This design comes from an exercise in tuning for small area, a short achievable clock period and few clock cycles on the open sky130 flow, not from production work.
Where RTL was checked, it was by simulation tests only, not by an equivalence proof against the original.
Only the layout flow was run in runs 1 and 2; the RTL was not checked for function there.

==> flow/design.v (outline; a module is shown in full before it is edited, if it fits) <==
// module fp_lzc: 22 lines
// module fp_cadd: 41 lines
// module fp_addc: 13 lines
// module fp_subabs: 77 lines
// module fp_accum: 73 lines
// module fp_sq: 99 lines
// module fp_sq_tree: 3885 lines
// module fp_fa: 10 lines
// module fp_divn: 105 lines
// module snr_power: 120 lines
module snr_power (
    input  wire        clk,
    input  wire        rst,
    input  wire        in_valid,
    output reg         in_ready,
    input  wire [63:0] in_x,
    input  wire [63:0] in_y,
    input  wire        in_last,
    output reg         out_valid,
    output wire [63:0] out_sigpwr,
    output wire [63:0] out_noisepwr
);
  // ...
==> flow/flow/run.sh <==
#!/bin/bash
# Layout flow: the standard flow (standard.sh, which runs the standard
# synthesis unchanged), with its timing repair asked for a setup margin so
# that it works the paths down towards a period well below the clock's.
# The constraints (clock, I/O delays, loads) are the design's own.
# make's full output goes to flow_make.log; ORFS keeps each step's log under
# orfs/logs.
set -euo pipefail
cd "$(dirname "$0")/.."
MARGIN=${MARGIN:-18.5}
bash standard.sh SETUP_SLACK_MARGIN="$MARGIN" TNS_END_PERCENT=100 finish > flow_make.log 2>&1
==> flow/standard.sh <==
#!/bin/bash
# synth_recipe.tcl (not shown) runs the flow's synth.tcl, then flattens the netlist and writes it again
# the make line also repeats each setting of config.mk as NAME=value (left out here)
make -C /OpenROAD-flow-scripts/flow DESIGN_CONFIG=/design/flow/config.mk WORK_HOME=/design/flow/orfs CLKGATE_MAP_FILE= SYNTH_SCRIPT=/design/flow/synth_recipe.tcl "${@:-finish}"
==> flow/config.mk <==
export PLATFORM = sky130hd
export DESIGN_NAME = snr_power
export DESIGN_NICKNAME = snr_power
export VERILOG_FILES = /design/flow/design.v
export SDC_FILE = /design/flow/constraint.sdc
export NUM_CORES = 8
export LEC_CHECK = 0
export ABC_AREA = 1
export CAP_MARGIN = 20
export CORE_MARGIN = 2
export CORE_UTILIZATION = 55
export SLEW_MARGIN = 20
export SYNTH_HIERARCHICAL = 1
export SYNTH_MINIMUM_KEEP_SIZE = 0
==> flow/constraint.sdc <==
create_clock -name core_clock -period 25.0 [get_ports {clk}]
set_input_delay 5.0000 -clock core_clock [delete_from_list [all_inputs] [get_ports {clk}]]
set_output_delay 5.0000 -clock core_clock [all_outputs]
set_load 0.01 [all_outputs]
==> notes.md, run 1 <==
status finished clean; delay-heaviest family, CP simple AND/OR/NAND/NOR gates; Synth-to-Final Area Change 9.37%; Detailed Route Iter0 Violations 27800; worst skew pair latency around 950 ps; RSZ-0062 raised after global routing yes; crit share post-route 0.295; Post-CTS Setup Bufs 541; Tap Count 5220; maxcap violations 0; layout cells sized above 1 0.124; final-layout clock buffer total 235; # hold bufs at CTS 0; Via density 6.14; reg2reg path depth slightly below 60; fillcell total 36600; Worst setup startpoint u_sub.s1_1[56]$_DFF_P_; clock slew at reported path FFs 60 ps; clock tree from TritonCTS built; Detail Route met2 WL 382000 um; Non-clk bufs 1426; clock root buffer clkbuf_16; vias in the first global route 210000; largest net degree at the start of global routing ~120; Final #Nets 33800; skew final 102 ps; max incr delay on CP 380 ps; metal3 WL 114000 um; most frequent cells in the layout 10400 x nand2_1, 2989 x nand3_1, 2587 x fa_1
==> module fp_addc, before the edit <==
module fp_addc #(
    parameter W = 8
) (
    input  wire [W-1:0] a,
    input  wire [W-1:0] b,
    input  wire         cin,
    output wire [W:0]   s
);
    wire [W:0] s0;
    wire [W:0] s1;
    fp_cadd #(.W(W)) u_add (.a(a), .b(b), .s0(s0), .s1(s1));
    assign s = cin ? s1 : s0;
endmodule
==> module fp_subabs, before the edit <==
module fp_subabs (
    input  wire        clk,
    input  wire [63:0] a,
    input  wire [63:0] b,
    output reg  [62:0] result
);
    wire        effsub = a[63] == b[63];
    wire [10:0] ea = a[62:52];
    wire [10:0] eb = b[62:52];
    wire [51:0] fa = a[51:0];
    wire [51:0] fb = b[51:0];
    wire a_nan = (ea == 11'h7ff) && (fa != 52'd0);
    wire b_nan = (eb == 11'h7ff) && (fb != 52'd0);
    wire a_inf = (ea == 11'h7ff) && (fa == 52'd0);
    wire b_inf = (eb == 11'h7ff) && (fb == 52'd0);
    wire [52:0] ma = {ea != 11'd0, fa};
    wire [52:0] mb = {eb != 11'd0, fb};
    wire [10:0] xa = (ea == 11'd0) ? 11'd1 : ea;
    wire [10:0] xb = (eb == 11'd0) ? 11'd1 : eb;
    wire [11:0] dab  = {1'b0, xa} - {1'b0, xb};
    wire [11:0] dba  = {1'b0, xb} - {1'b0, xa};
    wire        swap = dab[11];
    wire [10:0] x_big   = swap ? xb : xa;
    wire [52:0] m_big   = swap ? mb : ma;
    wire [52:0] m_small = swap ? ma : mb;
    wire [10:0] diff    = swap ? dba[10:0] : dab[10:0];
    wire [5:0]  dsh     = (diff[10:6] != 5'd0) ? 6'd63 : diff[5:0];
    wire [55:0] small_ext0 = {m_small, 3'b000};
    wire [55:0] small_sh   = small_ext0 >> dsh;
    wire        small_lost = |(small_ext0 & ~({56{1'b1}} << dsh));
    wire [55:0] small_ext  = {small_sh[55:1], small_sh[0] | small_lost};
    wire [55:0] addend = effsub ? ~small_ext : small_ext;
    wire [56:0] s0;
    wire [56:0] s1;
    fp_cadd #(.W(56)) u_add (.a({m_big, 3'b000}), .b(addend), .s0(s0), .s1(s1));
    reg  [56:0] s0_1;
    reg  [56:0] s1_1;
    reg         sub1;
    reg  [10:0] x1;
    reg         nan1;
    reg         inf1;
    always @(posedge clk) begin
        s0_1 <= s0;
        s1_1 <= s1;
        sub1 <= effsub;
        x1   <= x_big;
        nan1 <= a_nan || b_nan || (a_inf && b_inf && effsub);
        inf1 <= a_inf || b_inf;
    end
    wire [56:0] sum1 = !sub1 ? s0_1 : s1_1[56] ? {1'b0, s1_1[55:0]} : {1'b0, ~s0_1[55:0]};
    wire [6:0]  lz;
    fp_lzc #(.L(6)) u_lzc (.x({sum1[55:0], 8'd0}), .lz(lz));
    wire [10:0] xm1   = x1 - 11'd1;              
    wire        limit = {4'd0, lz} > xm1;
    wire [5:0]  lsh   = limit ? xm1[5:0] : lz[5:0];
    wire [55:0] norm  = sum1[55:0] << lsh;
    wire [10:0] xn    = x1 - {5'd0, lsh};
    wire [11:0] xc    = {1'b0, x1} + 12'd1;
    reg  [62:0] base;
    reg         inc;
    reg  [62:0] r2;
    always @* begin
        if (sum1[56]) begin
            base = {xc[10:0], sum1[55:4]};
            inc  = sum1[3] & (sum1[2] | sum1[1] | sum1[0] | sum1[4]);
        end else begin
            base = {norm[55] ? xn : 11'd0, norm[54:3]};
            inc  = norm[2] & (norm[1] | norm[0] | norm[3]);
        end
        r2 = base + {62'd0, inc};
        if (nan1)
            r2 = 63'h7ff8000000000000;
        else if (inf1 || (sum1[56] && xc == 12'd2047))
            r2 = 63'h7ff0000000000000;
    end
    always @(posedge clk) result <= r2;
endmodule
==> module fp_divn, before the edit <==
module fp_divn #(
    parameter R = 3
) (
    input  wire        clk,
    input  wire        rst,
    input  wire        load,
    input  wire [62:0] a,
    input  wire [18:0] n,
    input  wire        release_,
    output wire        idle,
    output wire        done,
    output reg  [62:0] mq
);
    localparam S_IDLE = 2'd0;
    localparam S_RUN  = 2'd1;
    localparam S_PACK = 2'd2;
    localparam S_DONE = 2'd3;
    reg  [1:0]  state;
    reg  [17:0] rem;
    reg  [6:0]  steps;                   
    reg  [6:0]  lim;                     
    reg         seen;                    
    reg  [6:0]  s0p;                     
    reg  [11:0] e53;                     
    reg         nan;
    reg         inf;
    reg  [R-1:0] dm;                     
    assign idle = state == S_IDLE;
    assign done = state == S_DONE;
    wire [10:0] ea  = a[62:52];
    wire [10:0] xa  = (ea == 11'd0) ? 11'd1 : ea;
    reg  [18:0] t;
    reg  [19:0] d;
    reg  [17:0] r;
    reg  [R-1:0] q;
    integer k;
    always @* begin
        r = rem;
        for (k = 0; k < R; k = k + 1) begin
            t = {r, mq[62-k] & dm[k]};
            d = {1'b0, t} - {1'b0, n};
            q[R-1-k] = ~d[19];
            r = d[19] ? t[17:0] : d[17:0];
        end
    end
    reg  [6:0]  first;
    always @* begin
        first = 7'd0;
        for (k = R - 1; k >= 0; k = k - 1)
            if (mq[R-1-k]) first = steps - R + 7'd54 + k;
    end
    wire [6:0] steps_n = steps + R;
    wire       stop    = (steps_n >= lim) || (seen && (steps_n >= s0p));
    wire [6:0]  stop_at = (seen && (s0p < lim)) ? s0p : lim;
    wire [6:0]  extra   = steps - stop_at;
    wire [62:0] qs      = mq >> extra;
    wire        lost    = |(mq & ~({63{1'b1}} << extra));
    wire        sticky  = lost || (rem != 18'd0);
    wire [11:0] ex      = e53 - {5'd0, s0p};
    wire [10:0] em1     = (seen && !ex[11]) ? ex[10:0] : 11'd0;
    wire        inc     = qs[0] & (sticky | qs[1]);
    wire [62:0] pk      = {em1 + {10'd0, qs[53]}, qs[52:1]} + {62'd0, inc};
    always @(posedge clk) begin
        if (rst) begin
            state <= S_IDLE;
        end else begin
            case (state)
                S_IDLE: if (load) state <= S_RUN;
                S_RUN:  if (stop) state <= S_PACK;
                S_PACK: state <= S_DONE;
                default: if (release_) state <= S_IDLE;
            endcase
        end
        case (state)
            S_IDLE: begin
                mq    <= {ea != 11'd0, a[51:0], 10'd0};
                rem   <= 18'd0;
                steps <= 7'd0;
                lim   <= (xa > 11'd74) ? 7'd127 : xa[6:0] + 7'd53;
                seen  <= 1'b0;
                e53   <= {1'b0, xa} + 12'd53;
                dm    <= {R{1'b1}};
                nan   <= (ea == 11'h7ff) && (a[51:0] != 52'd0);
                inf   <= (ea == 11'h7ff) && (a[51:0] == 52'd0);
            end
            S_RUN: begin
                mq    <= {mq[62-R:0], q};
                rem   <= r;
                steps <= steps_n;
                for (k = 0; k < R; k = k + 1)
                    dm[k] <= ({1'b0, steps_n} + k < 8'd53);
                if (!seen && (mq[R-1:0] != {R{1'b0}})) begin
                    seen <= 1'b1;
                    s0p  <= first;
                end
            end
            S_PACK: begin
                if (nan)      mq <= 63'h7ff8000000000000;
                else if (inf) mq <= 63'h7ff0000000000000;
                else          mq <= pk;
            end
            default: ;
        endcase
    end
endmodule
==> inputs of run 2 (changes only) <==
--- a/flow/design.v
+++ b/flow/design.v
@@ -70,8 +70,36 @@
     output wire [W:0]   s
 );
-    wire [W:0] s0;
-    wire [W:0] s1;
-    fp_cadd #(.W(W)) u_add (.a(a), .b(b), .s0(s0), .s1(s1));
-    assign s = cin ? s1 : s0;
+    localparam LW = $clog2(W + 1);
+    wire [W:0] p0 = {1'b0, a ^ b};
+    wire [W:0] gc;                 
+    genvar l, i;
+    generate
+        for (l = 0; l <= LW; l = l + 1) begin : lev
+            for (i = 0; i <= W; i = i + 1) begin : b_
+                wire g;
+                wire p;
+                if (l == 0) begin : leaf
+                    if (i == 0) begin : c
+                        assign g = cin;
+                        assign p = 1'b0;
+                    end else begin : d
+                        assign g = a[i-1] & b[i-1];
+                        assign p = p0[i-1];
+                    end
+                end else if ((i >> (l - 1)) & 1) begin : comb
+                    localparam integer J = ((i >> l) << l) + (1 << (l - 1)) - 1;
+                    assign g = lev[l-1].b_[i].g | (lev[l-1].b_[i].p & lev[l-1].b_[J].g);
+                    assign p = lev[l-1].b_[i].p & lev[l-1].b_[J].p;
+                end else begin : pass
+                    assign g = lev[l-1].b_[i].g;
+                    assign p = lev[l-1].b_[i].p;
+                end
+            end
+        end
+        for (i = 0; i <= W; i = i + 1) begin : out_
+            assign gc[i] = lev[LW].b_[i].g;
+        end
+    endgenerate
+    assign s = p0 ^ gc;
 endmodule
 module fp_subabs (
@@ -124,28 +152,26 @@
         inf1 <= a_inf || b_inf;
     end
-    wire [56:0] sum1 = !sub1 ? s0_1 : s1_1[56] ? {1'b0, s1_1[55:0]} : {1'b0, ~s0_1[55:0]};
+    wire [55:0] mag  = s1_1[56] ? s1_1[55:0] : ~s0_1[55:0];    
+    wire [56:0] m57  = sub1 ? {1'b0, mag} : s0_1;
+    wire        far  = !sub1 || m57[55] || m57[54];
+    wire        r1   = m57[56];
+    wire        l1   = sub1 && !m57[55] && (x1 != 11'd1);
+    wire [55:0] na   = r1 ? {m57[56:2], m57[1] | m57[0]} : l1 ? {m57[54:0], 1'b0} : m57[55:0];
+    wire [10:0] xa1  = r1 ? x1 + 11'd1 : l1 ? x1 - 11'd1 : x1;
+    wire [62:0] ra   = {na[55] ? xa1 : 11'd0, na[54:3]}
+                       + {62'd0, na[2] & (na[1] | na[0] | na[3])};
     wire [6:0]  lz;
-    fp_lzc #(.L(6)) u_lzc (.x({sum1[55:0], 8'd0}), .lz(lz));
+    fp_lzc #(.L(6)) u_lzc (.x({mag, 8'd0}), .lz(lz));
     wire [10:0] xm1   = x1 - 11'd1;              
     wire        limit = {4'd0, lz} > xm1;
     wire [5:0]  lsh   = limit ? xm1[5:0] : lz[5:0];
-    wire [55:0] norm  = sum1[55:0] << lsh;
-    wire [10:0] xn    = x1 - {5'd0, lsh};
-    wire [11:0] xc    = {1'b0, x1} + 12'd1;
-    reg  [62:0] base;
-    reg         inc;
+    wire [55:0] nb    = mag << lsh;
+    wire [62:0] rb    = {nb[55] ? x1 - {5'd0, lsh} : 11'd0, nb[54:3]};
     reg  [62:0] r2;
     always @* begin
-        if (sum1[56]) begin
-            base = {xc[10:0], sum1[55:4]};
-            inc  = sum1[3] & (sum1[2] | sum1[1] | sum1[0] | sum1[4]);
-        end else begin
-            base = {norm[55] ? xn : 11'd0, norm[54:3]};
-            inc  = norm[2] & (norm[1] | norm[0] | norm[3]);
-        end
-        r2 = base + {62'd0, inc};
+        r2 = far ? ra : rb;
         if (nan1)
             r2 = 63'h7ff8000000000000;
-        else if (inf1 || (sum1[56] && xc == 12'd2047))
+        else if (inf1 || (r1 && x1 == 11'd2046))
             r2 = 63'h7ff0000000000000;
     end
@@ -4239,8 +4265,7 @@
     reg  [17:0] rem;
     reg  [6:0]  steps;                   
-    reg  [6:0]  lim;                     
     reg         seen;                    
     reg  [6:0]  s0p;                     
-    reg  [11:0] e53;                     
+    reg  [10:0] xr;                      
     reg         nan;
     reg         inf;
@@ -4250,18 +4275,20 @@
     wire [10:0] ea  = a[62:52];
     wire [10:0] xa  = (ea == 11'd0) ? 11'd1 : ea;
-    reg  [18:0] t;
-    reg  [19:0] d;
-    reg  [17:0] r;
-    reg  [R-1:0] q;
-    integer k;
-    always @* begin
-        r = rem;
-        for (k = 0; k < R; k = k + 1) begin
-            t = {r, mq[62-k] & dm[k]};
-            d = {1'b0, t} - {1'b0, n};
-            q[R-1-k] = ~d[19];
-            r = d[19] ? t[17:0] : d[17:0];
+    wire [11:0] e53 = {1'b0, xr} + 12'd53;
+    wire [6:0]  lim = (xr > 11'd74) ? 7'd127 : e53[6:0];
+    wire [18*(R+1)-1:0] r;               
+    wire [R-1:0] q;
+    assign r[17:0] = rem;
+    genvar j;
+    generate
+        for (j = 0; j < R; j = j + 1) begin : step
+            wire [18:0] t = {r[18*j +: 18], mq[62-j] & dm[j]};
+            wire [19:0] d;
+            fp_addc #(.W(19)) u_sub (.a(t), .b(~n), .cin(1'b1), .s(d));
+            assign q[R-1-j] = d[19];
+            assign r[18*(j+1) +: 18] = d[19] ? d[17:0] : t[17:0];
         end
-    end
+    endgenerate
+    integer k;
     reg  [6:0]  first;
     always @* begin
@@ -4273,7 +4300,16 @@
     wire       stop    = (steps_n >= lim) || (seen && (steps_n >= s0p));
     wire [6:0]  stop_at = (seen && (s0p < lim)) ? s0p : lim;
-    wire [6:0]  extra   = steps - stop_at;
-    wire [62:0] qs      = mq >> extra;
-    wire        lost    = |(mq & ~({63{1'b1}} << extra));
+    wire [6:0]  extra   = steps - stop_at;          
+    reg  [53:0] qs;
+    reg         lost;
+    always @* begin
+        qs   = mq[53:0];
+        lost = 1'b0;
+        for (k = 1; k < R; k = k + 1)
+            if (extra[1:0] == k) begin
+                qs   = mq[k +: 54];
+                lost = |(mq[R-1:0] & ~({R{1'b1}} << k));
+            end
+    end
     wire        sticky  = lost || (rem != 18'd0);
     wire [11:0] ex      = e53 - {5'd0, s0p};
@@ -4297,7 +4333,6 @@
                 rem   <= 18'd0;
                 steps <= 7'd0;
-                lim   <= (xa > 11'd74) ? 7'd127 : xa[6:0] + 7'd53;
                 seen  <= 1'b0;
-                e53   <= {1'b0, xa} + 12'd53;
+                xr    <= xa;
                 dm    <= {R{1'b1}};
                 nan   <= (ea == 11'h7ff) && (a[51:0] != 52'd0);
@@ -4306,5 +4341,5 @@
             S_RUN: begin
                 mq    <= {mq[62-R:0], q};
-                rem   <= r;
+                rem   <= r[18*R +: 18];
                 steps <= steps_n;
                 for (k = 0; k < R; k = k + 1)
--- a/flow/config.mk
+++ b/flow/config.mk
@@ -9,5 +9,5 @@
 export CAP_MARGIN = 20
 export CORE_MARGIN = 2
-export CORE_UTILIZATION = 55
+export CORE_UTILIZATION = 60
 export SLEW_MARGIN = 20
 export SYNTH_HIERARCHICAL = 1
==> run 2 against run 1 <==
  * Critical path depth decreased by 25
  * Worst setup slack gained 650 ps
  * Sequential cell count down 16
  * Wire length down 14%
  * Register-to-register slack better by 650 ps
  * Clock skew is 38 ps lower
  * Count of clock-buffer cells in the layout shrank 3
  * Largest cell class unchanged
==> notes.md, run 2 <==
clock tree from TritonCTS built; most frequent cells in the layout 9311 x nand2_1, 2615 x fa_1, 2565 x inv_1; crit share post-route 0.269 (-0.0261); PortBufs 259; CP Data Required Time around 26000 ps; largest driver fanout on the critical path 26; multi-input logic area 151000 um^2; status finished clean; Die Span Y between 500 and 600 um; Warnings, synthesis 12; critical path's most frequent cell inv_1; layout cells sized above 1 0.0958 (-0.0282); Via density 6.15 (+0.24%); clock root buffer clkbuf_16; routed wire length 773000 um; DR vias 198000; final setup fails 0; placed inst area a little over 200000 um^2; GPL Wtd Cong 1.06; initial antenna violation count 23; Clock Sink Count 1413; max incr delay on CP 580 ps (+200 ps); CTS Buf Count around 170; vias in the first global route 190000 (-9.8%); Die Area 346000 um^2; critical path data arrival time around 7500 ps; maxcap violations 0 (unchanged); Synth-to-Final Area Change 5.02%; Initial Utilization 0.602; final hold vios 0; sequential cell area 32200 um^2; Hold Path Class register to register; FP Rows 214; core footprint roughly 340000 um^2; Post-Syn Area per Cell 7.23 um^2; DRC Markers 0; Detailed Routing Iterations Pass 1 10; setup TNS 0 ps; Crit. End Element register; first-pass GRT wire length 1140000 um; fillcell total 31200 (-15%); Synth Cell Area 205000 um^2; Finished Cell Area 215000 um^2; clock slew at reported path FFs 60 ps (about the same); H-tree depth 4; maximum clock insertion buffer count 4; RSZ-0062 raised after global routing yes; Post-DRT Antenna Nets 0; Routed WL per cell 24.0 um; Largest regs x0: 64 flops, y0: 64 flops; worst skew pair latency 940 ps (about the same); largest net degree at the start of global routing 112 (-9.7%); WS Path Type register to register; Detailed Route Iter0 Violations 25600 (-8.0%); skew final 63.8 ps (-38.2 ps); achievable frequency 149 MHz; die width 588 um; min Tclk post-route 6720 ps; worst-margin pin slew approximately 1300 ps; Slowest-stage cell, CP o21ai_0; max_slew headroom 0.126; Top Ports about 260; Post-DP HPWL around 560000 um; GRT Util Overall 0.429; CP startpoint kind register; synthesized netlist cell count 28300; gr ovfl total 0; most common cell after layout, fill and taps aside nand2_1; fin. max-slew vios 0; Final #Nets 30900 (-8.4%)
run 2: cell types whose count changed in the layout (fill, tap and decap cells not counted), moves of 69 or more:
| cell | delta |
|---|---|
| nor2_4 | -105 |
| nand2_2 | -80 |
| nand4_1 | -77 |
| inv_1 | +201 |
| nor2_1 | -124 |
| buf_6 | -163 |
| buf_4 | -323 |
| nand3_2 | -130 |
| nand2_4 | -115 |
| nand2_1 | -1081 |
| or2_2 | +69 |
| nand3_1 | -563 |
run 2: critical path: cells and delay by family (launching register included):
family	cells	cell delay, ps
flip-flops	1	400
XOR/XNOR	1	180
adder cells (fa/ha/maj)	2	590
buffers and inverters	10	1530
AO/OA/AOI/OAI	7	1470
AND/OR/NAND/NOR	14	2400
run 2: layout make-up:
class,instances,area share
well taps,4536,0.0264
repair inverters,6,0.000204
multi-input cells,22300,0.705
repair buffers,916,0.0423
clock inverters,75,0.00448
inverters,2725,0.0485
flip-flops and latches,1413,0.150
clock buffers,232,0.0227
diodes,21,0.000245
run 2: path summary, 6_finish.rpt:
check             slack (ps)                    from                          end  depth (start not counted)
hold reg to reg          280           lp[2]$_DFF_P_                lp[3]$_DFF_P_                          0
setup / recovery       18280  u_sub.s1_1[56]$_DFF_P_  u_sub.result[62]$_SDFF_PP1_                         34
hold / removal           280           lp[2]$_DFF_P_                lp[3]$_DFF_P_                          0
setup reg to reg       18280  u_sub.s1_1[56]$_DFF_P_  u_sub.result[62]$_SDFF_PP1_                         34
run 2: timing repair:
item,4_1_cts,5_1_grt
endpoints found under the hold margin,0,0
gates cloned,42,38
gates resized for setup,842,633
setup buffers,210,133
pin swaps,42,88
hold buffers,0,0
endpoints found under the setup margin,655,654
run 2: metal layers:
layer,vias up,share of wire,global-route usage
met3,2903,0.13,0.122
met5,-,0.00043,0.00315
met2,13600,0.42,0.637
met4,20,0.064,0.225
met1,93800,0.38,0.568
li1,88000,-,-
run 2: stage by stage:
| stage | hold WS, ps | cells | setup WS (ps) | util |
|---|---|---|---|---|
| finish | 280 | 32200 | 18280 | 0.633 |
| global route | 272 | 32200 | 17980 | 0.633 |
| CTS | 265 | 32000 | 18340 | 0.620 |
| detailed placement | 312 | 31500 | 16010 | 0.593 |
| global placement | 310 | 31500 | 16200 | 0.593 |
| floorplan | 310 | 28400 | 18640 | - |
==> module fp_cadd, before the edit <==
module fp_cadd #(
    parameter W = 8
) (
    input  wire [W-1:0] a,
    input  wire [W-1:0] b,
    output wire [W:0]   s0,
    output wire [W:0]   s1
);
    localparam LW = $clog2(W);
    wire [W-1:0] p0 = a ^ b;
    wire [W-1:0] gg;               
    wire [W-1:0] pp;               
    genvar l, i;
    generate
        for (l = 0; l <= LW; l = l + 1) begin : lev
            for (i = 0; i < W; i = i + 1) begin : b_
                wire g;
                wire p;
                if (l == 0) begin : leaf
                    assign g = a[i] & b[i];
                    assign p = p0[i];
                end else if ((i >> (l - 1)) & 1) begin : comb
                    localparam integer J = ((i >> l) << l) + (1 << (l - 1)) - 1;
                    assign g = lev[l-1].b_[i].g | (lev[l-1].b_[i].p & lev[l-1].b_[J].g);
                    assign p = lev[l-1].b_[i].p & lev[l-1].b_[J].p;
                end else begin : pass
                    assign g = lev[l-1].b_[i].g;
                    assign p = lev[l-1].b_[i].p;
                end
            end
        end
        for (i = 0; i < W; i = i + 1) begin : out_
            assign gg[i] = lev[LW].b_[i].g;
            assign pp[i] = lev[LW].b_[i].p;
        end
    endgenerate
    wire [W:0] c0 = {gg, 1'b0};
    wire [W:0] c1 = {gg | pp, 1'b1};
    assign s0 = {c0[W], p0 ^ c0[W-1:0]};
    assign s1 = {c1[W], p0 ^ c1[W-1:0]};
endmodule
==> inputs of run 3 (changes only) <==
--- a/flow/design.v
+++ b/flow/design.v
@@ -29,5 +29,14 @@
     output wire [W:0]   s1
 );
-    localparam LW = $clog2(W);
+    function integer lg2;
+        input integer v;
+        integer k;
+        begin
+            lg2 = 0;
+            for (k = v - 1; k > 0; k = k >> 1)
+                lg2 = lg2 + 1;
+        end
+    endfunction
+    localparam LW = lg2(W);
     wire [W-1:0] p0 = a ^ b;
     wire [W-1:0] gg;               
@@ -70,5 +79,14 @@
     output wire [W:0]   s
 );
-    localparam LW = $clog2(W + 1);
+    function integer lg2;
+        input integer v;
+        integer k;
+        begin
+            lg2 = 0;
+            for (k = v - 1; k > 0; k = k >> 1)
+                lg2 = lg2 + 1;
+        end
+    endfunction
+    localparam LW = lg2(W + 1);
     wire [W:0] p0 = {1'b0, a ^ b};
     wire [W:0] gc;                 
==> run 3 against run 2 <==
  * Now fails the layout checks on max-capacitance violations, max-slew violations
  * Non-clock buffer count is 92 higher
  * Register-to-register slack worse by 140 ps
  * Cell count is 0.31% higher
  * Maximum frequency fell by 2.1%
  * Final area is 1.2% higher
  * Synthesized area increased by 0.11%
==> notes.md, run 3 <==
status complete, but fails checks; layout check failures max-capacitance violations, max-slew violations; Detailed Route Iter0 Violations 25900 (+1.3%); most common cell after layout, fill and taps aside nand2_1; core footprint 340000 um^2 (about the same); DP Worst Slack 15930 ps (-78.6 ps); gr busiest metal met2; Clock Sink Count 1413 (unchanged); maximum clock insertion buffer count 4 (unchanged); Initial Utilization 0.603 (about the same); layout cells sized above 1 0.108 (+0.0125); Warnings, synthesis 12 (unchanged); met1 global-route usage 0.566 (-0.00237); Final #Nets 31000 (+0.31%); Detailed Routing Iterations Pass 1 14 (+4); final setup margin 18130 ps (-143 ps); # hold bufs at CTS 0 (unchanged); most frequent cells in the layout 9202 x nand2_1, 2612 x fa_1, 2549 x inv_1; Final Core Density 0.640 (+0.00692); Slowest-stage cell, CP dfxtp_4; initial antenna violation count 35 (+52%); Die Span Y 588 um (about the same); achievable frequency 146 MHz (-2.1%); largest driver fanout on the critical path 7 (-73%); worst skew pair latency 950 ps (about the same); Hold Path Class register to register; vias in the first global route 193000 (+1.7%); die width 588 um (about the same); maxcap violations 1 (+1); crit share post-route 0.275 (+0.00571); placed inst area 202000 um^2 (about the same); Finished Cell Area 217000 um^2 (+1.2%); Synth Cell Area 205000 um^2 (+0.11%); largest net degree at the start of global routing 125 (+12%); Hold Crit Depth 0 (unchanged); GPL Wtd Cong 1.08 (+1.9%); met3 Resource Use GR 0.128 (+0.00629); fillcell total 30700 (-1.6%); synthesized netlist cell count 28300 (unchanged); Via density 6.21 (+0.93%); FP Rows 214 (unchanged); Non-Filler Instances 32300 (+0.31%); setup TNS 0 ps (unchanged); Routed WL per cell 24.3 um (+1.6%); GRT Util Overall 0.433 (+0.00444); DR vias 201000 (+1.2%); routed wire length 787000 um (+1.9%); Post-Syn Area per Cell 7.24 um^2 (+0.11%); final hold vios 0 (unchanged); CP Data Required Time 25740 ps (+20 ps); clock root buffer clkbuf_16; gr ovfl total 0 (unchanged); Die Area 346000 um^2 (+0.11%); WS Path Type register to register; Synth-to-Final Area Change 6.13%; clock slew at reported path FFs 60 ps (about the same); fin. max-slew vios 4 (+4); critical path data arrival time 7600 ps (+150 ps); Top Ports 262 (unchanged); first-pass GRT wire length 1160000 um (+1.0%); Post-DP HPWL 560000 um (+0.46%); DRC Markers 0 (unchanged); clock tree from TritonCTS built; Crit. End Element register; reg2reg path depth 42 (+24%); PortBufs 259 (unchanged); Largest regs x0: 64 flops, y0: 64 flops; worst-margin pin slew 1510 ps (+214 ps); final setup fails 0 (unchanged); Post-DRT Antenna Nets 0 (unchanged); RSZ-0062 raised after global routing yes; max_slew headroom -0.0185 (-0.144); CTS Buf Count 173 (+2.4%); min Tclk post-route 6870 ps (+143 ps); met2 usage 0.649 (+0.0113); DP Cell Count 31500 (+0.041%); CP startpoint kind register; H-tree depth 4 (unchanged); hold_ws 324 ps (+43.8 ps); skew final 89.2 ps (+25.4 ps); max incr delay on CP 470 ps (-110 ps)
==> run 3: cell types whose count changed in the layout (fill, tap and decap cells not counted), sizes merged, moves of 3 or more <==
cell	before	now
diode	21	26
nor2	1887	1884
nand2	9682	9686
buf	739	815
clkinv	34	52
==> run 3: final timing paths <==
kind                                from                           to  slack, ps
setup / recovery  u_sub.s1_1[56]$_DFF_P_  u_sub.result[62]$_SDFF_PP1_      18130
hold / removal             lp[2]$_DFF_P_                lp[3]$_DFF_P_        320
setup reg to reg  u_sub.s1_1[56]$_DFF_P_  u_sub.result[62]$_SDFF_PP1_      18130
hold reg to reg            lp[2]$_DFF_P_                lp[3]$_DFF_P_        320
==> run 3: repair_timing <==
action                                  CTS  global route
gates resized for setup                 905           923
endpoints found under the setup margin  685           662
cloned                                   40            61
pin swaps                                49           260
hold endpoints to repair                  0             0
setup buffers                           193           208
==> run 3: critical path, delay by kind of cell (launching register included) <==
family / cells / cell delay [ps]
adder cells (fa/ha/maj): 2 / 750
flip-flops: 1 / 470
XOR/XNOR: 1 / 160
AND/OR/NAND/NOR: 21 / 2320
AO/OA/AOI/OAI: 7 / 1170
multiplexers: 1 / 380
buffers and inverters: 10 / 1450
==> run 3: area by class of cell <==
| class | count | area [um^2] | area share |
|---|---|---|---|
| multi-input combinational | 22300 | 153000 | 0.703 |
| sequential | 1413 | 32200 | 0.148 |
| inverter | 2725 | 10400 | 0.0480 |
| timing repair buffer | 1008 | 10300 | 0.0473 |
| tap | 4536 | 5680 | 0.0261 |
| clock buffer | 219 | 4830 | 0.0222 |
| clock inverter | 92 | 1090 | 0.00503 |
| antenna | 26 | 65.1 | 0.000299 |
| timing repair inverter | 5 | 42.5 | 0.000196 |
==> run 3: layer usage <==
layer,wire [um],up-vias,share of wire
met3,107000,3226,0.14
met2,334000,14500,0.42
met4,52500,30,0.067
li1,-,88200,-
met1,294000,94800,0.37
met5,424,-,0.00054
Testbench counts of run 3, summed over its fixed seeds: cycles 25,457.
==> module fp_sq, before the edit <==
module fp_sq (
    input  wire        clk,
    input  wire        v2,
    input  wire [62:0] a,
    output reg  [62:0] result,
    output wire [10:0] e3
);
    wire [10:0] ea = a[62:52];
    wire [51:0] fa = a[51:0];
    wire [105:0] ns;
    wire [105:0] nc;
    fp_sq_tree u_tree (.f(fa), .ns(ns), .nc(nc));
    wire [49:0] lo = {1'b0, ns[48:0]} - {1'b0, ~nc[48:0]};
    reg  [56:0] s1;
    reg  [56:0] c1;
    reg         cin1;
    reg         stk1;
    reg  signed [12:0] el1;    
    reg         nan1;
    reg         inf1;
    reg         zero1;         
    always @(posedge clk) begin
        s1    <= ns[105:49];
        c1    <= nc[105:49];
        cin1  <= ~lo[49];
        stk1  <= |fa[24:0];
        el1   <= $signed({1'b0, ea, 1'b0}) - 13'sd1023;
        nan1  <= (ea == 11'h7ff) && (fa != 52'd0);
        inf1  <= (ea == 11'h7ff) && (fa == 52'd0);
        zero1 <= (ea == 11'd0);
    end
    wire [57:0] t;
    fp_addc #(.W(57)) u_hi (.a(s1), .b(c1), .cin(cin1), .s(t));
    wire [56:0] p = ~t[56:0];                       
    wire signed [12:0] eh  = el1 + 13'sd1;
    wire signed [12:0] shh = -el1;                  
    wire signed [12:0] shl = 13'sd1 - el1;
    wire        nrm_h = eh  >= 13'sd1;
    wire        nrm_l = el1 >= 13'sd1;
    wire        ovf_h = eh  >= 13'sd2047;
    wire        ovf_l = el1 >= 13'sd2047;
    wire [5:0]  sh_h  = (shh > 13'sd63) ? 6'd63 : shh[5:0];
    wire [5:0]  sh_l  = (shl > 13'sd63) ? 6'd63 : shl[5:0];
    reg  [55:0] sig;            
    reg         nrm;
    reg         ovf;
    reg  [10:0] e;
    reg  [5:0]  sh;
    reg  [55:0] sig2;
    reg         lost;
    always @* begin
        if (p[56]) begin
            sig = {p[56:2], p[1] | p[0] | stk1};
            nrm = nrm_h;
            ovf = ovf_h;
            e   = eh[10:0];
            sh  = sh_h;
        end else begin
            sig = {p[55:1], p[0] | stk1};
            nrm = nrm_l;
            ovf = ovf_l;
            e   = el1[10:0];
            sh  = sh_l;
        end
        if (nrm) begin
            sig2 = sig;
            lost = 1'b0;
        end else begin
            sig2 = sig >> sh;
            lost = |(sig & ~({56{1'b1}} << sh));
            e    = 11'd0;
        end
    end
    reg  [51:0] f2;
    reg  [10:0] e2;
    reg         rb2;
    reg         st2;
    reg         nan2;
    reg         inf2;
    reg         zero2;
    always @(posedge clk) begin
        f2    <= sig2[54:3];
        e2    <= e;
        rb2   <= sig2[2];
        st2   <= sig2[1] | sig2[0] | lost;
        nan2  <= nan1;
        inf2  <= inf1 | (ovf & ~nan1 & ~zero1);
        zero2 <= zero1;
    end
    reg  [62:0] r3;
    always @* begin
        r3 = {e2, f2} + {62'd0, rb2 & (st2 | f2[0])};
        if (!v2 || zero2)  r3 = 63'd0;
        else if (nan2)     r3 = 63'h7ff8000000000000;
        else if (inf2)     r3 = 63'h7ff0000000000000;
    end
    assign e3 = r3[62:52];
    always @(posedge clk) result <= r3;
endmodule
==> module snr_power, before the edit <==
module snr_power (
    input  wire        clk,
    input  wire        rst,
    input  wire        in_valid,
    output reg         in_ready,
    input  wire [63:0] in_x,
    input  wire [63:0] in_y,
    input  wire        in_last,
    output reg         out_valid,
    output wire [63:0] out_sigpwr,
    output wire [63:0] out_noisepwr
);
    reg  [63:0] x0;
    reg  [63:0] y0;
    reg         l0;
    reg         v0;
    reg         rst_q;
    wire accept = in_valid & in_ready;
    always @(posedge clk) begin
        x0    <= in_x;
        y0    <= in_y;
        l0    <= in_last;
        v0    <= accept & ~rst;
        rst_q <= rst;
    end
    reg  [5:1]  vp;
    reg  [5:1]  lp;
    always @(posedge clk) begin
        vp <= rst ? 5'd0 : {vp[4:1], v0};
        lp <= {lp[4:1], l0};
    end
    reg  [18:0] cnt;
    wire [18:0] cnt1 = cnt + 19'd1;
    always @(posedge clk) begin
        if (rst)
            cnt <= 19'd0;
        else if (v0)
            cnt <= l0 ? 19'd0 : cnt1;
    end
    wire [62:0] sqx;
    wire [10:0] ex_n;
    fp_sq u_sqx (.clk(clk), .v2(vp[2]), .a(x0[62:0]), .result(sqx), .e3(ex_n));
    wire [62:0] d2;
    fp_subabs u_sub (.clk(clk), .a(y0), .b(x0), .result(d2));
    wire [62:0] sqd;
    wire [10:0] ed_n;
    fp_sq u_sqd (.clk(clk), .v2(vp[4]), .a(d2), .result(sqd), .e3(ed_n));
    wire end_x = vp[3] & lp[3];
    wire end_d = vp[5] & lp[5];
    wire [62:0] acc_x;
    wire [62:0] acc_d;
    wire [62:0] sum_x;
    wire [62:0] sum_d;
    fp_accum u_accx (
        .clk(clk), .clr(end_x | rst_q), .b(sqx), .en((ex_n == 11'd0) ? 11'd1 : ex_n),
        .acc(acc_x), .sum(sum_x)
    );
    fp_accum u_accd (
        .clk(clk), .clr(end_d | rst_q), .b(sqd), .en((ed_n == 11'd0) ? 11'd1 : ed_n),
        .acc(acc_d), .sum(sum_d)
    );
    reg  [62:0] hold_x;
    reg  [62:0] hold_d;
    reg         hv_x;
    reg         hv_d;
    always @(posedge clk) begin
        if (end_x) hold_x <= sum_x;
        if (end_d) hold_d <= sum_d;
    end
    wire        idle_x;
    wire        idle_d;
    wire        done_x;
    wire        done_d;
    wire [62:0] res_x;
    wire [62:0] res_d;
    reg  [18:0] nh;          
    reg  [18:0] nt;          
    wire load_x = hv_x & idle_x;
    wire load_d = hv_d & idle_d;
    wire fire   = done_x & done_d & ~out_valid;
    fp_divn #(.R(3)) u_divx (
        .clk(clk), .rst(rst), .load(load_x), .a(hold_x), .n(nh),
        .release_(out_valid), .idle(idle_x), .done(done_x), .mq(res_x)
    );
    fp_divn #(.R(3)) u_divd (
        .clk(clk), .rst(rst), .load(load_d), .a(hold_d), .n(nh),
        .release_(out_valid), .idle(idle_d), .done(done_d), .mq(res_d)
    );
    always @(posedge clk) begin
        if (rst) begin
            hv_x      <= 1'b0;
            hv_d      <= 1'b0;
            out_valid <= 1'b0;
        end else begin
            hv_x <= end_x | (hv_x & ~load_x);
            hv_d <= end_d | (hv_d & ~load_d);
            out_valid <= fire;
        end
    end
    always @(posedge clk) begin
        if (fire) nh <= nt;
        if (v0 & l0) begin
            if (owed == {1'b0, fire}) nh <= cnt1;
            else                      nt <= cnt1;
        end
    end
    assign out_sigpwr   = {1'b0, res_x};
    assign out_noisepwr = {1'b0, res_d};
    reg  [1:0]  owed;
    wire [1:0]  owed_n = owed + {1'b0, v0 & l0} - {1'b0, fire};
    always @(posedge clk) begin
        if (rst) begin
            owed     <= 2'd0;
            in_ready <= 1'b1;
        end else begin
            owed     <= owed_n;
            in_ready <= (owed_n == 2'd0) || ((owed_n == 2'd1) && !(accept && in_last));
        end
    end
endmodule
==> inputs of run 4 (changes only) <==
--- a/flow/design.v
+++ b/flow/design.v
@@ -121,9 +121,60 @@
     assign s = p0 ^ gc;
 endmodule
+module fp_carry #(
+    parameter W = 8
+) (
+    input  wire [W-1:0] a,
+    input  wire [W-1:0] b,
+    input  wire         cin,
+    output wire         co
+);
+    function integer lg2;
+        input integer v;
+        integer k;
+        begin
+            lg2 = 0;
+            for (k = v - 1; k > 0; k = k >> 1)
+                lg2 = lg2 + 1;
+        end
+    endfunction
+    localparam LW = lg2(W + 1);
+    localparam N  = 1 << LW;
+    genvar l, i;
+    generate
+        for (l = 0; l <= LW; l = l + 1) begin : lev
+            for (i = 0; i < (N >> l); i = i + 1) begin : n_
+                wire g;
+                wire t;
+                if (l == 0) begin : leaf
+                    if (i == 0) begin : c
+                        assign g = cin;
+                        assign t = 1'b0;
+                    end else if (i <= W) begin : d
+                        assign g = a[i-1] & b[i-1];
+                        assign t = a[i-1] | b[i-1];
+                    end else begin : e
+                        assign g = 1'b0;
+                        assign t = 1'b1;
+                    end
+                end else begin : comb
+                    assign g = lev[l-1].n_[2*i+1].g | (lev[l-1].n_[2*i+1].t & lev[l-1].n_[2*i].g);
+                    assign t = lev[l-1].n_[2*i+1].t & lev[l-1].n_[2*i].t;
+                end
+            end
+        end
+    endgenerate
+    assign co = lev[LW].n_[0].g;
+endmodule
 module fp_subabs (
     input  wire        clk,
     input  wire [63:0] a,
     input  wire [63:0] b,
-    output reg  [62:0] result
+    output reg  [51:0] frac,
+    output reg  [10:0] xe,         
+    output reg  [5:0]  sh,
+    output reg         xc,         
+    output reg         pb,         
+    output reg         nan,
+    output reg         inf
 );
     wire        effsub = a[63] == b[63];
@@ -177,22 +228,53 @@
     wire [55:0] na   = r1 ? {m57[56:2], m57[1] | m57[0]} : l1 ? {m57[54:0], 1'b0} : m57[55:0];
     wire [10:0] xa1  = r1 ? x1 + 11'd1 : l1 ? x1 - 11'd1 : x1;
-    wire [62:0] ra   = {na[55] ? xa1 : 11'd0, na[54:3]}
-                       + {62'd0, na[2] & (na[1] | na[0] | na[3])};
+    wire [62:0] ra0  = {na[55] ? xa1 : 11'd0, na[54:3]};
+    wire [52:0] fa1  = {1'b0, na[54:3]} + {52'd0, na[2] & (na[1] | na[0] | na[3])};
+    reg  [55:0] stopb;
+    integer i;
+    always @*
+        for (i = 0; i < 56; i = i + 1)
+            stopb[i] = x1 == 11'd56 - i;
     wire [6:0]  lz;
-    fp_lzc #(.L(6)) u_lzc (.x({mag, 8'd0}), .lz(lz));
-    wire [10:0] xm1   = x1 - 11'd1;              
-    wire        limit = {4'd0, lz} > xm1;
-    wire [5:0]  lsh   = limit ? xm1[5:0] : lz[5:0];
+    fp_lzc #(.L(6)) u_lzc (.x({mag | stopb, 8'd0}), .lz(lz));
+    wire [5:0]  lsh   = lz[5:0];
     wire [55:0] nb    = mag << lsh;
-    wire [62:0] rb    = {nb[55] ? x1 - {5'd0, lsh} : 11'd0, nb[54:3]};
-    reg  [62:0] r2;
+    always @(posedge clk) begin
+        if (far) begin
+            frac <= fa1[51:0];
+            xe   <= ra0[62:52];
+            sh   <= 6'd0;
+            xc   <= fa1[52];
+            pb   <= 1'b0;
+        end else begin
+            frac <= nb[54:3];
+            xe   <= x1;
+            sh   <= lsh;
+            xc   <= nb[55];
+            pb   <= 1'b1;
+        end
+        nan <= nan1;
+        inf <= inf1 || (r1 && x1 == 11'd2046);
+    end
+endmodule
+module fp_subexp (
+    input  wire [51:0] frac,
+    input  wire [10:0] xe,
+    input  wire [5:0]  sh,
+    input  wire        xc,
+    input  wire        pb,
+    input  wire        nan,
+    input  wire        inf,
+    output reg  [62:0] result
+);
     always @* begin
-        r2 = far ? ra : rb;
-        if (nan1)
-            r2 = 63'h7ff8000000000000;
-        else if (inf1 || (r1 && x1 == 11'd2046))
-            r2 = 63'h7ff0000000000000;
+        if (pb)
+            result = {xc ? xe - {5'd0, sh} : 11'd0, frac};
+        else
+            result = {xe + {10'd0, xc}, frac};
+        if (nan)
+            result = 63'h7ff8000000000000;
+        else if (inf)
+            result = 63'h7ff0000000000000;
     end
-    always @(posedge clk) result <= r2;
 endmodule
 module fp_accum (
@@ -281,5 +363,6 @@
     wire [105:0] nc;
     fp_sq_tree u_tree (.f(fa), .ns(ns), .nc(nc));
-    wire [49:0] lo = {1'b0, ns[48:0]} - {1'b0, ~nc[48:0]};
+    wire        lo_c;
+    fp_carry #(.W(49)) u_lo (.a(ns[48:0]), .b(nc[48:0]), .cin(1'b1), .co(lo_c));
     reg  [56:0] s1;
     reg  [56:0] c1;
@@ -293,5 +376,5 @@
         s1    <= ns[105:49];
         c1    <= nc[105:49];
-        cin1  <= ~lo[49];
+        cin1  <= lo_c;
         stk1  <= |fa[24:0];
         el1   <= $signed({1'b0, ea, 1'b0}) - 13'sd1023;
@@ -304,42 +387,20 @@
     wire [56:0] p = ~t[56:0];                       
     wire signed [12:0] eh  = el1 + 13'sd1;
-    wire signed [12:0] shh = -el1;                  
-    wire signed [12:0] shl = 13'sd1 - el1;
     wire        nrm_h = eh  >= 13'sd1;
     wire        nrm_l = el1 >= 13'sd1;
     wire        ovf_h = eh  >= 13'sd2047;
     wire        ovf_l = el1 >= 13'sd2047;
-    wire [5:0]  sh_h  = (shh > 13'sd63) ? 6'd63 : shh[5:0];
-    wire [5:0]  sh_l  = (shl > 13'sd63) ? 6'd63 : shl[5:0];
-    reg  [55:0] sig;            
-    reg         nrm;
-    reg         ovf;
-    reg  [10:0] e;
-    reg  [5:0]  sh;
-    reg  [55:0] sig2;
-    reg         lost;
-    always @* begin
-        if (p[56]) begin
-            sig = {p[56:2], p[1] | p[0] | stk1};
-            nrm = nrm_h;
-            ovf = ovf_h;
-            e   = eh[10:0];
-            sh  = sh_h;
-        end else begin
-            sig = {p[55:1], p[0] | stk1};
-            nrm = nrm_l;
-            ovf = ovf_l;
-            e   = el1[10:0];
-            sh  = sh_l;
-        end
-        if (nrm) begin
-            sig2 = sig;
-            lost = 1'b0;
-        end else begin
-            sig2 = sig >> sh;
-            lost = |(sig & ~({56{1'b1}} << sh));
-            e    = 11'd0;
-        end
-    end
+    wire [55:0] sig_h = {p[56:2], p[1] | p[0] | stk1};
+    wire [55:0] sig_l = {p[55:1], p[0] | stk1};
+    wire signed [12:0] shx = -el1;
+    wire [5:0]  sh   = (shx > 13'sd63) ? 6'd63 : shx[5:0];
+    wire [56:0] px   = p >> sh;
+    wire        lost = |(p & ~({57{1'b1}} << sh));
+    wire [55:0] sig_s = {px[56:2], px[1] | px[0] | lost | stk1};
+    wire        top  = p[56];
+    wire        nrm  = top ? nrm_h : nrm_l;
+    wire        ovf  = top ? ovf_h : ovf_l;
+    wire [55:0] sig2 = !nrm ? sig_s : top ? sig_h : sig_l;
+    wire [10:0] e    = !nrm ? 11'd0 : top ? eh[10:0] : el1[10:0];
     reg  [51:0] f2;
     reg  [10:0] e2;
@@ -353,5 +414,5 @@
         e2    <= e;
         rb2   <= sig2[2];
-        st2   <= sig2[1] | sig2[0] | lost;
+        st2   <= sig2[1] | sig2[0];
         nan2  <= nan1;
         inf2  <= inf1 | (ovf & ~nan1 & ~zero1);
@@ -4273,5 +4334,5 @@
     input  wire        release_,
     output wire        idle,
-    output wire        done,
+    output wire        done,       
     output reg  [62:0] mq
 );
@@ -4290,5 +4351,5 @@
     reg  [R-1:0] dm;                     
     assign idle = state == S_IDLE;
-    assign done = state == S_DONE;
+    assign done = (state == S_PACK) || (state == S_DONE);
     wire [10:0] ea  = a[62:52];
     wire [10:0] xa  = (ea == 11'd0) ? 11'd1 : ea;
@@ -4335,4 +4396,5 @@
     wire        inc     = qs[0] & (sticky | qs[1]);
     wire [62:0] pk      = {em1 + {10'd0, qs[53]}, qs[52:1]} + {62'd0, inc};
+    always @(posedge clk) rem <= (state == S_IDLE) ? 18'd0 : r[18*R +: 18];
     always @(posedge clk) begin
         if (rst) begin
@@ -4349,5 +4411,4 @@
             S_IDLE: begin
                 mq    <= {ea != 11'd0, a[51:0], 10'd0};
-                rem   <= 18'd0;
                 steps <= 7'd0;
                 seen  <= 1'b0;
@@ -4359,5 +4420,4 @@
             S_RUN: begin
                 mq    <= {mq[62-R:0], q};
-                rem   <= r[18*R +: 18];
                 steps <= steps_n;
                 for (k = 0; k < R; k = k + 1)
@@ -4419,6 +4479,20 @@
     wire [10:0] ex_n;
     fp_sq u_sqx (.clk(clk), .v2(vp[2]), .a(x0[62:0]), .result(sqx), .e3(ex_n));
+    wire [51:0] d2_f;
+    wire [10:0] d2_x;
+    wire [5:0]  d2_sh;
+    wire        d2_c;
+    wire        d2_pb;
+    wire        d2_nan;
+    wire        d2_inf;
     wire [62:0] d2;
-    fp_subabs u_sub (.clk(clk), .a(y0), .b(x0), .result(d2));
+    fp_subabs u_sub (
+        .clk(clk), .a(y0), .b(x0), .frac(d2_f), .xe(d2_x), .sh(d2_sh), .xc(d2_c),
+        .pb(d2_pb), .nan(d2_nan), .inf(d2_inf)
+    );
+    fp_subexp u_subx (
+        .frac(d2_f), .xe(d2_x), .sh(d2_sh), .xc(d2_c), .pb(d2_pb), .nan(d2_nan),
+        .inf(d2_inf), .result(d2)
+    );
     wire [62:0] sqd;
     wire [10:0] ed_n;
==> run 4 against run 3 <==
  * Now clean on timing, DRC and antenna
  * Count of clock-buffer cells in the layout rose by 1
  * Critical path depth fell by 41
  * Register-to-register slack improved by 340 ps
  * Global-route usage rose by 0.22 points
  * Highest routed layer unchanged
==> notes.md, run 4 <==
achievable frequency 151 MHz (+3.9%); DP Cell Count 31000 (-1.6%); max incr delay on CP 500 ps (+30 ps); setup TNS 0 ps (unchanged); Initial Utilization 0.602 (-0.000981); crit-path cells buf_6; Buf/Inv on CP 1 (-9); DP Worst Slack 16290 ps (+363 ps); most frequent cells in the layout 8952 x nand2_1, 2601 x fa_1, 2520 x inv_1; multi-input logic area 149000 um^2 (-2.3%); Clock Sink Count 1423 (+0.71%); Die Span Y 584 um (-0.63%); vias in the first global route 189000 (-2.1%); routed wire length 774000 um (-1.7%); crit share post-route 0.264 (-0.0103); CTS Buf Count 172 (-0.58%); final setup margin 18390 ps (+257 ps); die width 584 um (-0.63%); delay-heaviest family, CP flip-flops; Detail Route met2 WL 329000 um (-1.6%); met1 wire length 287000 um (-2.3%); FP Rows 213 (-0.47%); worst skew pair latency 920 ps (-30 ps); CP Data Required Time 20000 ps (-5740 ps); metal3 WL 103000 um (-3.6%); gr ovfl total 0 (unchanged); # hold bufs at CTS 0 (unchanged); clock root buffer clkbuf_16; GRT Util Overall 0.436 (+0.00222); Post-DP HPWL 547000 um (-2.2%); RSZ-0062 raised after global routing yes; DR vias 196000 (-2.4%); Detailed Route Iter0 Violations 23300 (-10%); clock slew at reported path FFs 70 ps (about the same); most common cell after layout, fill and taps aside nand2_1; core footprint 336000 um^2 (-1.1%); maxcap violations 0 (-1); min Tclk post-route 6610 ps (-257 ps); PortBufs 259 (unchanged); max_slew headroom 0.147 (+0.165); Via density 6.15 (-0.92%); Synth Cell Area 202000 um^2 (-1.3%); largest driver fanout on the critical path 2 (-5); Crit. End Element output port; critical path data arrival time 1610 ps (-5990 ps); Slowest-stage cell, CP edfxtp_1; initial antenna violation count 30 (-14%); Synth-to-Final Area Change 5.70%; synthesized netlist cell count 27700 (-1.9%); WS Path Type register to output port; layout cells sized above 1 0.0967 (-0.0115); worst-margin pin slew 1270 ps (-245 ps); Detailed Routing Iterations Pass 1 13 (-1); final hold vios 0 (unchanged); sequential cell area 32000 um^2 (-0.80%); maximum clock insertion buffer count 4 (unchanged); DRC Markers 0 (unchanged); skew final 61.9 ps (-27.3 ps); Die Area 342000 um^2 (-1.2%); first-pass GRT wire length 1140000 um (-1.6%); final setup fails 0 (unchanged); Post-Syn Area per Cell 7.29 um^2 (+0.71%); Top Ports 262 (unchanged); status finished clean; Post-DRT Antenna Nets 0 (unchanged); Routed WL per cell 24.3 um (-0.17%); fillcell total 30400 (-0.90%); GPL Wtd Cong 1.09 (+1.4%); largest net degree at the start of global routing 126 (+0.80%); CP startpoint kind register; Warnings, synthesis 13 (+1); Non-Filler Instances 31800 (-1.5%); H-tree depth 4 (unchanged); Hold Path Class register to register; Largest regs x0: 64 flops, y0: 64 flops; Final #Nets 30500 (-1.8%); clock tree from TritonCTS built; uppermost layer routed met5; fin. max-slew vios 0 (-4)
-- run 4: routing by layer --
layer	track usage	vias to the layer above
met1	0.556	92600
met2	0.656	13400
met3	0.129	3136
met4	0.253	32
li1	-	86700
met5	0.00574	-
-- run 4: metrics by stage --
| stage | hold slack, ps | utilization | instance area (um^2) |
|---|---|---|---|
| 3_5_place_dp | 312 | 0.591 | 199000 |
| 6_report | 326 | 0.636 | 214000 |
| 4_1_cts | 324 | 0.620 | 208000 |
| 2_1_floorplan | 310 | - | 203000 |
| 5_1_grt | 329 | 0.636 | 214000 |
| 3_3_place_gp | 313 | 0.591 | 199000 |
-- run 4: layout make-up --
type	instances	area share
Clock inverter	97	0.00525
Multi-Input combinational cell	21900	0.698
Antenna cell	18	0.000211
Clock buffer	220	0.0228
Timing Repair inverter	15	0.000591
Sequential cell	1423	0.150
Timing Repair Buffer	982	0.0488
Inverter	2681	0.0485
Tap cell	4515	0.0264
-- run 4: path summary, 6_finish.rpt --
| check | start | to | slack, ps | cells after the start |
|---|---|---|---|---|
| worst max-delay path | u_divx.mq[38]$_DFFE_PP_ | out_sigpwr[38] | 18390 | 1 |
| worst min-delay path | u_sub.nan1$_DFF_P_ | u_sub.nan$_DFF_P_ | 330 | 0 |
| worst max register to register | u_sub.inf$_DFF_P_ | u_sqd.cin1$_DFF_P_ | 18470 | 23 |
| worst min register to register | u_sub.nan1$_DFF_P_ | u_sub.nan$_DFF_P_ | 330 | 0 |
-- run 4: what timing repair did --
item | CTS | global route
gates cloned | 55 | 56
pin swaps | 43 | 102
buffers inserted | 205 | 202
gates resized for setup | 1007 | 599
setup endpoints to repair | 670 | 635
Testbench counts of run 4, summed over its fixed seeds: cycles 25,426.
==> inputs of run 5 (changes only) <==
--- a/flow/config.mk
+++ b/flow/config.mk
@@ -7,8 +7,8 @@
 export LEC_CHECK = 0
 export ABC_AREA = 1
-export CAP_MARGIN = 20
+export CAP_MARGIN = 35
 export CORE_MARGIN = 2
-export CORE_UTILIZATION = 60
-export SLEW_MARGIN = 20
+export CORE_UTILIZATION = 70
+export SLEW_MARGIN = 35
 export SYNTH_HIERARCHICAL = 1
 export SYNTH_MINIMUM_KEEP_SIZE = 0
==> run 5 against run 4 <==
  * The flow now stops in 5_1_grt
  * Synthesized area did not move
  * Synthesized cell count did not move
==> notes.md, run 5 <==
largest net degree at the start of global routing 135; clock root buffer clkbuf_16; Synth Cell Area 202000 um^2 (unchanged); DP Worst Slack 16190 ps (-101 ps); synthesized netlist cell count 27700 (unchanged); Warnings, synthesis 13 (unchanged); CTS Buf Count 168 (-2.3%); Exit stage 5_1_grt; status aborted with a tool error; Post-Syn Area per Cell 7.29 um^2 (unchanged); Top Ports 262 (unchanged); Clock Sink Count 1423 (unchanged); GPL Wtd Cong 1.10 (+0.54%); H-tree depth 4 (unchanged); Post-DP HPWL 563000 um (+2.8%); maximum clock insertion buffer count 4 (unchanged); FP Rows 197 (-7.5%); die width 541 um (-7.4%); Die Span Y 541 um (-7.4%); PortBufs 259 (unchanged); Error Message [ERROR GRT-0116] Global routing finished with congestion. Check the congestion regions in the DRC Viewer.; Initial Utilization 0.703 (+0.101)
## run 5: repair_timing
item                       CTS
buffers inserted           261
cloned                      62
hold endpoints to repair     0
hold buffers                 0
setup endpoints to repair  635
pin swaps                   65
gates resized for setup    948
## run 5: worst min-delay path by stage
stage	to	startpoint	slack, ps
floorplan	lp[2]$_DFF_P_	lp[1]$_DFF_P_	310
CTS	u_sqd.nan2$_DFF_P_	u_sqd.nan1$_DFF_P_	290
detailed placement	lp[3]$_DFF_P_	lp[2]$_DFF_P_	310
global placement	lp[3]$_DFF_P_	lp[2]$_DFF_P_	310
## run 5: metrics by stage
stage | std cells | hold WS, ps | util | instance area [um^2]
4_1_cts | 30800 | 292 | 0.723 | 208000
3_5_place_dp | 30200 | 312 | 0.687 | 198000
3_3_place_gp | 30200 | 313 | 0.687 | 198000
2_1_floorplan | 27900 | 310 | - | 203000
==> inputs of run 6 (changes only) <==
--- a/flow/config.mk
+++ b/flow/config.mk
@@ -9,5 +9,5 @@
 export CAP_MARGIN = 35
 export CORE_MARGIN = 2
-export CORE_UTILIZATION = 70
+export CORE_UTILIZATION = 60
 export SLEW_MARGIN = 35
 export SYNTH_HIERARCHICAL = 1
==> run 6 against run 5 <==
  * Synthesized cell count did not move
  * Now clean on timing, DRC and antenna
  * Synthesized area did not move
==> notes.md, run 6 <==
status finished clean; fillcell total 30900; max_slew headroom 0.241; PortBufs 259 (unchanged); Post-DP HPWL 548000 um (-2.6%); DR vias 195000; Hold Path Class register to register; WHS Endpoint u_sub.nan$_DFF_P_; Largest regs x0: 64 flops, y0: 64 flops; met1 wire length 285000 um; layout cells sized above 1 0.0932; Detailed Route Iter0 Violations 23200; first-pass GRT wire length 1130000 um; clock tree from TritonCTS built; largest driver fanout on the critical path 2; max incr delay on CP 490 ps; core footprint 336000 um^2; Die Area 342000 um^2; H-tree depth 4 (unchanged); R2R Setup Slk 18530 ps; Top Ports 262 (unchanged); Clock Sink Count 1423 (unchanged); Slowest-stage cell, CP edfxtp_1; initial antenna violation count 31; # hold bufs at CTS 0 (unchanged); most frequent cells in the layout 8958 x nand2_1, 2606 x fa_1, 2521 x inv_1; delay-heaviest family, CP flip-flops; CTS Buf Count 173 (+3.0%); worst-margin pin slew 1130 ps; Hold Crit Depth 0; maximum clock insertion buffer count 4 (unchanged); vias in the first global route 188000; Worst R2R Start u_sub.inf$_DFF_P_; Post-Syn Area per Cell 7.29 um^2 (unchanged); Crit. End Element output port; gr ovfl total 0; Via density between 6 and 7; uppermost layer routed met5; GPL Wtd Cong 1.09 (-0.54%); maxcap violations 0; Detail Route met2 WL 327000 um; Synth-to-Final Area Change 5.02%; Die Span Y 584 um (+8.0%); critical path data arrival time roughly 1600 ps; crit share post-route 0.265; synthesized netlist cell count 27700 (unchanged); min Tclk post-route 6620 ps; Warnings, synthesis 13 (unchanged); Initial Utilization 0.602 (-0.101); FP Rows 213 (+8.1%); Routed WL per cell 24.1 um; RR Endpoint u_sqd.c1[4]$_DFF_P_; Finished Cell Area 212000 um^2; hold path start u_sub.nan1$_DFF_P_; placed inst area 199000 um^2 (+0.63%); final setup fails 0; CP Data Required Time 20000 ps; most common cell after layout, fill and taps aside nand2_1; die width 584 um (+8.0%); GRT Util Overall 0.433; clock slew at reported path FFs ~60 ps; DRC Markers 0; WS Path Type register to output port; Non-Filler Instances 31800; skew final 80.4 ps; Buf/Inv on CP 1; worst skew pair latency 950 ps; Detailed Routing Iterations Pass 1 8; Synth Cell Area 202000 um^2 (unchanged); setup TNS 0 ps; fin. max-slew vios 0; Post-DRT Antenna Nets 0; clock root buffer clkbuf_16; crit-path cells buf_6; metal3 WL 97400 um; RSZ-0062 raised after global routing yes; reg2reg path depth 15; routed wire length 764000 um; Final #Nets 30400; CP startpoint kind register; achievable frequency 151 MHz; DP Cell Count 31000 (+2.6%); largest net degree at the start of global routing roughly 130; final hold vios 0
==> run 6: worst max path at each step <==
| stage | to | from | depth (start not counted) |
|---|---|---|---|
| after global placement | u_sub.s1_1[33]$_DFF_P_ | x0[53]$_DFF_P_ | 39 |
| after CTS | out_sigpwr[45] | u_divx.mq[45]$_DFFE_PP_ | 1 |
| after detailed placement | u_sub.s1_1[33]$_DFF_P_ | x0[53]$_DFF_P_ | 39 |
| after global routing | out_sigpwr[38] | u_divx.mq[38]$_DFFE_PP_ | 1 |
| after floorplan | u_sqd.cin1$_DFF_P_ | u_sub.inf$_DFF_P_ | 25 |
| final | out_sigpwr[36] | u_divx.mq[36]$_DFFE_PP_ | 1 |
==> run 6: stage by stage <==
stage                     hold WS (ps)   util  worst slack, ps
after global placement             313  0.591            16300
after CTS                          326  0.619            18350
final                              325  0.632            18380
after global routing               329  0.632            18360
after detailed placement           312  0.592            16180
after floorplan                    310      -            19200
==> run 6: metal layers <==
metal / up-vias / global-route usage
met1: 91900 / 0.554
met3: 3009 / 0.124
met2: 13100 / 0.656
li1: 86500 / -
met4: 30 / 0.247
met5: - / 0.00252
==> run 6: final cells by class <==
class | count | area (um^2) | area share
diodes | 21 | 52.6 | 0.000247
clock buffers | 210 | 4700 | 0.0221
clock inverters | 109 | 1340 | 0.00632
inverters | 2681 | 10400 | 0.0490
multi-input cells | 21900 | 149000 | 0.702
flip-flops and latches | 1423 | 32000 | 0.150
well taps | 4515 | 5650 | 0.0266
repair buffers | 901 | 9150 | 0.0431
repair inverters | 12 | 97.6 | 0.000460
==> run 6: what timing repair did <==
item                                    in CTS  in global routing
gates cloned                                41                 45
endpoints found under the setup margin     641                607
gates resized for setup                    956                570
buffers inserted                           189                151
pin swaps                                   37                 95

[what the ideal ports hide]
Ports are ideal in the flow. The routed layouts listed here were re-timed in OpenROAD. Step 1 sets driving cells, clkbuf_16 on the clock port and buf_2 on the other inputs (assumed; they add their load-dependent delay and slew). Step 2 also shifts input and output timing later by t, the mid clock arrival at the registers, as if the neighbouring blocks saw the same clock. Three values: ideal ports, drivers, drivers and shift; two values: the first two.
run	t (ns)	slack for setup (ns)	hold slack, ns	clock arrival spread, ns	cell pins on the clock port's net
run 1	1.020	17.623 / 17.623 / 17.623	0.327 / 0.327 / 0.327	0.110 / 0.110	1
run 2	1.009	18.277 / 18.259 / 18.277	0.280 / 0.280 / 0.280	0.090 / 0.090	1
run 3	1.020	18.134 / 18.134 / 18.134	0.324 / 0.324 / 0.324	0.096 / 0.096	1
run 4	1.018	18.391 / 18.270 / 18.474	0.326 / 0.326 / 0.326	0.075 / 0.075	1
run 6	1.020	18.378 / 18.260 / 18.528	0.325 / 0.325 / 0.325	0.097 / 0.097	1
